Context: an optimization exercise on an open-source flow, tuned for small area, a short achievable clock period and few clock cycles per item. The choices shown serve that exercise and are no tape-out recipe. The RTL was checked by simulation tests, not by an equivalence proof against the original design. No activity file was given, so power comes from the tool's default toggle rates.

Design irdec, start of the top module:
module irdec (
    input  wire        clk,
    input  wire        rst,
    input  wire        req_valid,
    output wire        req_ready,
    input  wire [2:0]  req_op,
    input  wire [31:0] req_now,
    output reg         rsp_valid,
    output wire [51:0] rsp
);
    localparam [2:0] OP_EDGE  = 3'b001;
    localparam [2:0] OP_AVAIL = 3'b011;
    localparam [2:0] OP_RECV  = 3'b100;
    localparam [2:0] OP_READ  = 3'b101;
    localparam [2:0] OP_RESET = 3'b111;
    assign req_ready = 1'b1;
    reg [31:0] last_edge;
    reg [31:0] last_event;
    reg [1:0]  tag;         
    reg        pending;
    reg [5:0]  nec_c;
    reg [23:0] nec_data;    
    reg        nec_ok;      
    reg [5:0]  pan_c;
    reg [47:0] pan_data;    
    reg        hact;
    reg        hge2;
    reg [7:0]  hp;
    reg [15:0] hprev;
    reg [31:0] hash;
    reg        v1, e1;
    reg [2:0]  op1;
    reg [31:0] now1;
    reg [15:0] d1;         
    reg        to1, nl1, nh1, ng1, pl1, pg1, win1;
  ...
Size: ~280 flip-flops, ~92 I/O pins, ~18000 sq um of cells after synthesis.
==> flow/config.mk <==
export PLATFORM = sky130hd
export DESIGN_NAME = irdec
export DESIGN_NICKNAME = irdec
export VERILOG_FILES = /design/flow/design.v
export SDC_FILE = /design/flow/constraint.sdc
export NUM_CORES = 4
export LEC_CHECK = 0
export CAP_MARGIN = 20
export CORE_MARGIN = 2
export CORE_UTILIZATION = 40
export CTS_BUF_LIST = sky130_fd_sc_hd__clkbuf_8
export CTS_CLUSTER_SIZE = 30
export PLACE_DENSITY = 0.6
export SLEW_MARGIN = 20
==> flow/constraint.sdc <==
create_clock -name core_clock -period 11.0 [get_ports {clk}]
set_input_delay 2.2000 -clock core_clock [delete_from_list [all_inputs] [get_ports {clk}]]
set_output_delay 2.2000 -clock core_clock [all_outputs]
set_load 0.01 [all_outputs]
standard.sh (not shown) runs the stock make flow with config.mk's settings and CLKGATE_MAP_FILE= SYNTH_SCRIPT=/design/flow/synth_recipe.tcl, a recipe that flattens the netlist after the stock synthesis.
==> flow/flow/run.sh <==
#!/bin/bash
# Own layout flow: the standard flow (standard.sh, unchanged synthesis),
# with plain buffers on the ports instead of delay buffers, timing repair
# aiming for extra setup slack and free to change a cell's footprint when
# resizing it. The make run logs to its own file here.
set -euo pipefail
bash standard.sh \
  "BUFFER_PORTS_ARGS=-buffer_cell sky130_fd_sc_hd__buf_2" \
  "SETUP_SLACK_MARGIN=${OWN_SETUP_MARGIN:-7}" \
  "MATCH_CELL_FOOTPRINT=0" \
  finish > standard_finish.log 2>&1
The first run finished clean.
Testbench counts at the start, summed over its fixed seeds: cycles 24,271, items 24,255.
Then changed:
==> flow/flow/run.sh (replaced) <==
#!/bin/bash
# Own layout flow: the standard flow (standard.sh, unchanged synthesis),
# with plain buffers on the ports instead of delay buffers, and timing repair
# aiming for extra setup slack. Each make run logs to its own file here.
set -euo pipefail
bash standard.sh \
  "BUFFER_PORTS_ARGS=-buffer_cell sky130_fd_sc_hd__buf_2" \
  "SETUP_SLACK_MARGIN=${OWN_SETUP_MARGIN:-7}" \
  finish > standard_finish.log 2>&1
Result: Worst hold slack got worse by 5.1 ps; combinational power went down by 3.7%; setup slack is worse by 190 ps; global-route usage fell by 0.20 points.

Setup of wip/onyx:
The RTL this note starts from:
==> flow/design.v <==
module irdec (
    input  wire        clk,
    input  wire        rst,
    input  wire        req_valid,
    output wire        req_ready,
    input  wire [2:0]  req_op,
    input  wire [31:0] req_now,
    output reg         rsp_valid,
    output wire [51:0] rsp
);
    localparam [2:0] OP_EDGE  = 3'b001;
    localparam [2:0] OP_AVAIL = 3'b011;
    localparam [2:0] OP_RECV  = 3'b100;
    localparam [2:0] OP_READ  = 3'b101;
    localparam [2:0] OP_RESET = 3'b111;
    assign req_ready = 1'b1;
    reg [31:0] last_edge;
    reg [31:0] last_event;
    reg [1:0]  tag;         
    reg        pending;
    reg [5:0]  nec_c;
    reg [23:0] nec_data;    
    reg        nec_ok;      
    reg [5:0]  pan_c;
    reg [47:0] pan_data;    
    reg        pan_ok;      
    reg        hact;
    reg        hge2;
    reg [7:0]  hp;
    reg [15:0] hprev;
    reg [31:0] hash;
    reg        v1, e1;
    reg [2:0]  op1;
    reg [31:0] now1;
    reg [15:0] d1;         
    reg        to1, nl1, nh1, ng1, pl1, pg1, win1;
    wire is_avail = v1 && (op1 == OP_AVAIL);
    wire is_recv  = v1 && (op1 == OP_RECV);
    wire is_read  = v1 && (op1 == OP_READ);
    wire is_reset = v1 && (op1 == OP_RESET);
    wire tp_op    = v1 && (op1 != 3'd0) && (op1 != 3'd6) && (op1 != 3'd7);
    wire hto     = hge2 && to1;
    wire tp_fire = tp_op && !pending && hto;
    wire pend1   = pending || tp_fire;
    wire edge_go = e1 && !pending && !hto;
    wire clear_all = rst || is_reset;
    wire [31:0] le_next = is_reset ? 32'd0 : edge_go ? now1 : last_edge;
    wire [31:0] lv_next = is_reset ? 32'd0 : last_event;
    wire [16:0] lo_diff = {1'b0, req_now[15:0]} - {1'b0, le_next[15:0]};
    wire        lo_brw  = lo_diff[16];
    wire [15:0] el      = lo_diff[15:0];
    wire [15:0] xh      = req_now[31:16];
    wire [15:0] yh      = ~le_next[31:16];
    wire        hi_eq0  = ((xh ^ yh) == 16'hFFFF);
    wire        hi_eq1  = ((xh ^ yh) == {xh[14:0] | yh[14:0], 1'b0});
    wire        sat     = lo_brw ? !hi_eq1 : !hi_eq0;
    wire [18:0] lw_diff = {1'b0, req_now[17:0]} - {1'b0, lv_next[17:0]};
    wire [13:0] xw      = req_now[31:18];
    wire [13:0] yw      = ~lv_next[31:18];
    wire        w_eq0   = ((xw ^ yw) == 14'h3FFF);
    wire        w_eq1   = ((xw ^ yw) == {xw[12:0] | yw[12:0], 1'b0});
    wire        in_win  = (lw_diff[18] ? w_eq1 : w_eq0) && (lw_diff[17:0] < 18'd162000);
    always @(posedge clk) begin
        v1   <= req_valid && !rst;
        e1   <= req_valid && !rst && (req_op == OP_EDGE);
        op1  <= req_op;
        now1 <= req_now;
        d1   <= el | {16{sat}};
        to1  <= sat || (el >= 16'd27000);
        nl1  <= sat || (el >= 16'd12375);
        nh1  <= sat || (el >= 16'd6750);
        ng1  <= sat || (el >= 16'd1687);
        pl1  <= sat || (el >= 16'd3456);
        pg1  <= sat || (el >= 16'd1296);
        win1 <= in_win;
    end
    wire nec_bit  = ng1;
    wire nec_cmp  = nec_bit ^ nec_data[16];        
    wire nec_hi   = (nec_c >= 6'd26);              
    reg  [5:0]  nec_c_n;
    reg         nec_claim;
    reg         nec_hold;                           
    always @* begin
        nec_c_n   = nec_c;
        nec_claim = 1'b0;
        nec_hold  = 1'b0;
        if (to1) begin
            nec_c_n = (nec_c == 6'd0) ? 6'd1 : 6'd0;
        end else if (nec_c == 6'd0) begin
        end else if (nec_c == 6'd1) begin
            if (!nh1) begin
                nec_c_n = 6'd0;
            end else if (!nl1) begin
                nec_c_n   = 6'd0;
                nec_claim = win1;
                nec_hold  = win1;
            end else begin
                nec_c_n = 6'd2;
            end
        end else begin
            if (nec_c != 6'd33) begin
                nec_c_n = nec_c + 6'd1;
            end else begin
                nec_c_n   = 6'd0;
                nec_claim = nec_ok && nec_cmp;
            end
        end
    end
    wire        pan_bit   = pg1;
    wire [47:0] pan_shift = {pan_bit, pan_data[47:1]};
    wire        pan_cmp   = !(pan_bit ^ pan_data[24] ^ pan_data[32] ^ pan_data[40]);
    reg  [5:0]  pan_c_n;
    reg         pan_claim;
    always @* begin
        pan_c_n   = pan_c;
        pan_claim = 1'b0;
        if (to1) begin
            pan_c_n = (pan_c == 6'd0) ? 6'd1 : 6'd0;
        end else if (pan_c == 6'd0) begin
        end else if (pan_c == 6'd1) begin
            pan_c_n = pl1 ? 6'd2 : 6'd0;
        end else begin
            if (pan_c != 6'd49) begin
                pan_c_n = pan_c + 6'd1;
            end else begin
                pan_c_n   = 6'd0;
                pan_claim = pan_ok && pan_cmp;
            end
        end
    end
    wire [17:0] new3  = {2'b00, d1} + {1'b0, d1, 1'b0};
    wire [17:0] prev2 = {1'b0, hprev, 1'b0};
    wire [17:0] prev4 = {hprev, 2'b00};
    wire [1:0]  code  = (new3 <= prev2) ? 2'd0 : (new3 >= prev4) ? 2'd2 : 2'd1;
    wire nec_go   = edge_go;
    wire pan_go   = edge_go && !nec_claim;
    wire hash_go  = pan_go && !pan_claim;
    wire s_claim  = nec_go && nec_claim || pan_go && pan_claim;
    wire h_init   = hash_go && to1 && !hact;
    wire h_pulse  = hash_go && !to1 && hact;        
    wire h_fold   = hash_go && !to1 && hge2;
    wire h_claim  = hash_go && (to1 ? hge2 : (hge2 && hp == 8'd253));
    wire read_go  = is_read && pend1;
    wire [1:0] tag1 = tp_fire ? 2'd3 : tag;
    wire h_clear  = read_go && (tag1 == 2'd3) || s_claim;
    wire receiving = !pending && !to1 && ((nec_c != 6'd0) || (pan_c != 6'd0) || hact);
    always @(posedge clk) begin
        if (clear_all) begin
            tag        <= 2'd0;
            pending    <= 1'b0;
            nec_c      <= 6'd0;
            pan_c      <= 6'd0;
            hact       <= 1'b0;
            hge2       <= 1'b0;
        end else begin
            if (tp_fire || h_claim)
                tag <= 2'd3;
            else if (nec_go && nec_claim)
                tag <= 2'd1;
            else if (pan_go && pan_claim)
                tag <= 2'd2;
            if (read_go)
                pending <= 1'b0;
            else if (tp_fire || s_claim || h_claim)
                pending <= 1'b1;
            if (nec_go)
                nec_c <= nec_c_n;
            if (pan_go)
                pan_c <= pan_c_n;
            if (h_clear) begin
                hact <= 1'b0;
                hge2 <= 1'b0;
            end else if (h_init) begin
                hact <= 1'b1;
            end else if (h_pulse) begin
                hge2 <= 1'b1;
            end
        end
    end
    always @(posedge clk) begin
        if (rst) begin
            last_edge  <= 32'd0;
            last_event <= 32'd0;
        end else begin
            last_edge  <= le_next;
            last_event <= s_claim ? now1 : lv_next;
        end
    end
    always @(posedge clk) begin
        if (nec_go && nec_hold) begin
            nec_data <= 24'h00FFFF;
        end else if (nec_go) begin
            if (nec_hi) begin
                nec_data[23:16] <= {nec_data[16], nec_data[23:17]};
                nec_ok          <= nec_ok && nec_cmp;
            end else begin
                nec_data <= {nec_bit, nec_data[23:1]};
                nec_ok   <= 1'b1;
            end
        end
        if (pan_go) begin
            pan_data <= pan_shift;
            pan_ok   <= (pan_c < 6'd42) || (pan_ok && pan_cmp);
        end
        if (h_init)
            hp <= 8'd0;
        else if (h_pulse)
            hp <= hp + 8'd1;
        if (h_pulse)
            hprev <= d1;
    end
    reg       hi2, hf2;
    reg [1:0] code2;
    always @(posedge clk) begin
        hi2   <= h_init && !clear_all;
        hf2   <= h_fold && !clear_all;
        code2 <= code;
    end
    wire [31:0] t0 = hash;
    wire [31:0] t1 = {hash[30:0], 1'b0};
    wire [31:0] t2 = {hash[27:0], 4'b0};
    wire [31:0] t3 = {hash[24:0], 7'b0};
    wire [31:0] t4 = {hash[23:0], 8'b0};
    wire [31:0] t5 = {hash[7:0], 24'b0};
    wire [31:0] s1 = t0 ^ t1 ^ t2;
    wire [31:0] c1 = {((t0 & t1) | (t0 & t2) | (t1 & t2)), 1'b0};
    wire [31:0] s2 = t3 ^ t4 ^ t5;
    wire [31:0] c2 = {((t3 & t4) | (t3 & t5) | (t4 & t5)), 1'b0};
    wire [31:0] s3 = s1 ^ c1 ^ s2;
    wire [31:0] c3 = {((s1 & c1) | (s1 & s2) | (c1 & s2)), 1'b0};
    wire [31:0] s4 = s3 ^ c3 ^ c2;
    wire [31:0] c4 = {((s3 & c3) | (s3 & c2) | (c3 & c2)), 1'b0};
    wire [31:0] hmul = s4 + c4;
    always @(posedge clk) begin
        if (hi2)
            hash <= 32'h811C9DC5;
        else if (hf2)
            hash <= {hmul[31:2], hmul[1:0] ^ code2};
    end
    reg r_nec, r_pan, r_hash, r_flag;
    always @(posedge clk) begin
        if (rst) begin
            rsp_valid <= 1'b0;
            r_nec     <= 1'b0;
            r_pan     <= 1'b0;
            r_hash    <= 1'b0;
            r_flag    <= 1'b0;
        end else begin
            rsp_valid <= v1;
            r_nec     <= read_go && (tag1 == 2'd1);
            r_pan     <= read_go && (tag1 == 2'd2);
            r_hash    <= read_go && (tag1 == 2'd3);
            r_flag    <= is_avail && pend1 || is_recv && receiving;
        end
    end
    wire [15:0] r_addr = ({16{r_nec}}  & nec_data[15:0]) |
                         ({16{r_pan}}  & pan_data[15:0]) |
                         ({16{r_hash}} & {8'd0, hp});
    wire [31:0] r_cmd  = ({32{r_nec}}  & {24'd0, nec_data[23:16]}) |
                         ({32{r_pan}}  & pan_data[47:16]) |
                         ({32{r_hash}} & hash);
    assign rsp = {r_nec | r_pan | r_hash, r_pan | r_hash, r_nec | r_hash, r_flag, r_addr, r_cmd};
endmodule
clock: 11.0 ns
lec_check: 0
cap_margin: 20
core_margin: 2
core_utilization: 55
cts_buf_list: sky130_fd_sc_hd__clkbuf_8
cts_cluster_diameter: 50
cts_cluster_size: 20
place_density: 0.7
slew_margin: 20
tns_end_percent: 5
==> flow/flow/run.sh <==
#!/bin/bash
# Own layout flow: the standard flow (standard.sh, unchanged synthesis),
# with plain buffers on the ports instead of delay buffers, timing repair
# aiming for extra setup slack and free to change a cell's footprint when
# resizing it. The make run logs to its own file here.
set -euo pipefail
bash standard.sh \
  "BUFFER_PORTS_ARGS=-buffer_cell sky130_fd_sc_hd__buf_1" \
  "SETUP_SLACK_MARGIN=${OWN_SETUP_MARGIN:-7}" \
  "MATCH_CELL_FOOTPRINT=0" \
  finish > standard_finish.log 2>&1
wip/onyx finished all stages; the layout is clean.
Testbench counts of wip/onyx, summed over its fixed seeds: cycles 24,271, items 24,255.
Changes in wip/nickel relative to wip/onyx:
# wip/onyx
export LEC_CHECK = 0
export CAP_MARGIN = 20
export CORE_MARGIN = 2
export CORE_UTILIZATION = 55
export CTS_BUF_LIST = sky130_fd_sc_hd__clkbuf_8
export CTS_CLUSTER_DIAMETER = 50
export CTS_CLUSTER_SIZE = 20
export PLACE_DENSITY = 0.7
export SLEW_MARGIN = 20
export TNS_END_PERCENT = 5
create_clock -name core_clock -period 11.0 [get_ports {clk}]
# wip/nickel
export LEC_CHECK = 0
export CAP_MARGIN = 20
export CORE_MARGIN = 2
export CORE_UTILIZATION = 40
export CTS_BUF_LIST = sky130_fd_sc_hd__clkbuf_8
export CTS_CLUSTER_DIAMETER = 50
export CTS_CLUSTER_SIZE = 20
export PLACE_DENSITY = 0.6
export SLEW_MARGIN = 20
export TNS_END_PERCENT = 0
create_clock -name core_clock -period 11.0 [get_ports {clk}]
### Flow results
- wip/nickel | status: complete | timing, DRC, antenna: pass
- On power drawn by the combinational cells: between wip/onyx and wip/nickel, it ends up higher for wip/onyx.
- Re actual slew at the worst max-slew pin: wip/nickel is 0.036 ns down on wip/onyx.
- The final design instance area without fill was comparable across wip/onyx and wip/nickel.
- Changes observed in wip/nickel relative to wip/onyx: average wire per standard cell fell 5.7%; number of buffers outside the clock class in the layout fell 8.
- Going from wip/onyx to wip/nickel, number of buffers added by the clock tree synthesis step increased by 2 relative to the old numbers, final standard cell utilization of the core fell by 18 points, via density per instance went down about 8%, area inside the core boundary now sits higher, sequential fraction of total cell area shows a reduction of 0.16 points.
Inputs modified between wip/nickel and wip/indigo:
# wip/nickel
export LEC_CHECK = 0
export CAP_MARGIN = 20
export CORE_MARGIN = 2
export CORE_UTILIZATION = 40
export CTS_BUF_LIST = sky130_fd_sc_hd__clkbuf_8
export CTS_CLUSTER_DIAMETER = 50
export CTS_CLUSTER_SIZE = 20
export PLACE_DENSITY = 0.6
export SLEW_MARGIN = 20
export TNS_END_PERCENT = 0
create_clock -name core_clock -period 11.0 [get_ports {clk}]
# wip/indigo
export LEC_CHECK = 0
export CAP_MARGIN = 20
export CORE_MARGIN = 2
export CORE_UTILIZATION = 40
export CTS_BUF_LIST = sky130_fd_sc_hd__clkbuf_8
export CTS_CLUSTER_DIAMETER = 50
export CTS_CLUSTER_SIZE = 20
export PLACE_DENSITY = 0.6
export SLEW_MARGIN = 20
export TNS_END_PERCENT = 5
create_clock -name core_clock -period 11.0 [get_ports {clk}]
-- flow/flow/run.sh --
<<< wip/nickel, line 7
bash standard.sh \
  "BUFFER_PORTS_ARGS=-buffer_cell sky130_fd_sc_hd__buf_1" \
  "SETUP_SLACK_MARGIN=${OWN_SETUP_MARGIN:-7}" \
  "MATCH_CELL_FOOTPRINT=0" \
  finish > standard_finish.log 2>&1
>>> wip/indigo, line 7
bash standard.sh \
  "BUFFER_PORTS_ARGS=-buffer_cell sky130_fd_sc_hd__buf_1" \
  "SETUP_SLACK_MARGIN=${OWN_SETUP_MARGIN:-7.5}" \
  "MATCH_CELL_FOOTPRINT=0" \
  finish > standard_finish.log 2>&1
==> comparison <==
- The setup slack of wip/indigo is larger than that of wip/nickel.
- [wip/indigo] design area rose about 3.4% relative to wip/nickel
- Changes observed in wip/indigo relative to wip/nickel: mean cell area of the mapped netlist closely matched the old numbers; routed wire length increased by about 2.6% relative to the old numbers; share of the clock period used by the worst path after layout decreased by 0.59 points relative to the old numbers; combinational power increased by about 20% relative to the old numbers; number of clock buffers inserted by TritonCTS increased by about 2.8% relative to the old numbers.
- Clock power went up by a little under 10% going from wip/nickel to wip/indigo.
- [compare] base=wip/nickel new=wip/indigo: final critical delay including setup and external delays now sits lower; total area of multi-input combinational cells +280 sq um.

==> separate check: timing with driven ports <==
How much do the figures lean on ideal ports? The routed layouts below were timed once more, with nothing changed but the port constraints.
Step 1 (the two cells are an assumption about what drives the block):
set clk [get_ports {clk}]
set_driving_cell -lib_cell sky130_fd_sc_hd__clkbuf_16 $clk
set_driving_cell -lib_cell sky130_fd_sc_hd__buf_2 [delete_from_list [all_inputs] $clk]
Step 2 adds t to the input delays and takes it off the output delays; t is the mean of the earliest and latest rising clock arrival at the registers after step 1. Input paths then give back, and output paths get back, about the clock's delay inside the block.
Three values: no drivers, after step 1, after step 2; two values: the first two.
run | t, ns | setup slack, ns | hold slack, ns | worst setup path after step 2 | slew at the worst register clock pin (ns)
the first run of note 1 | 0.657 | 6.768 / 6.768 / 6.146 | 0.456 / 0.456 / 0.456 | input to register | 0.06 / 0.06
the second run of note 1 | 0.661 | 6.577 / 6.577 / 6.016 | 0.451 / 0.451 / 0.451 | input to register | 0.07 / 0.07
wip/onyx | 0.610 | 6.635 / 6.639 / 6.029 | 0.455 / 0.455 / 0.455 | input to register | 0.10 / 0.10
wip/nickel | 0.648 | 6.603 / 6.619 / 5.971 | 0.457 / 0.457 / 0.457 | input to register | 0.11 / 0.11
wip/indigo | 0.651 | 6.667 / 6.680 / 6.030 | 0.450 / 0.450 / 0.450 | input to register | 0.09 / 0.09
After both steps every run listed still meets setup and hold. For wip/indigo, which loses most, drivers alone change the setup slack by +0.013 ns; drivers and shift together by -0.637 ns.
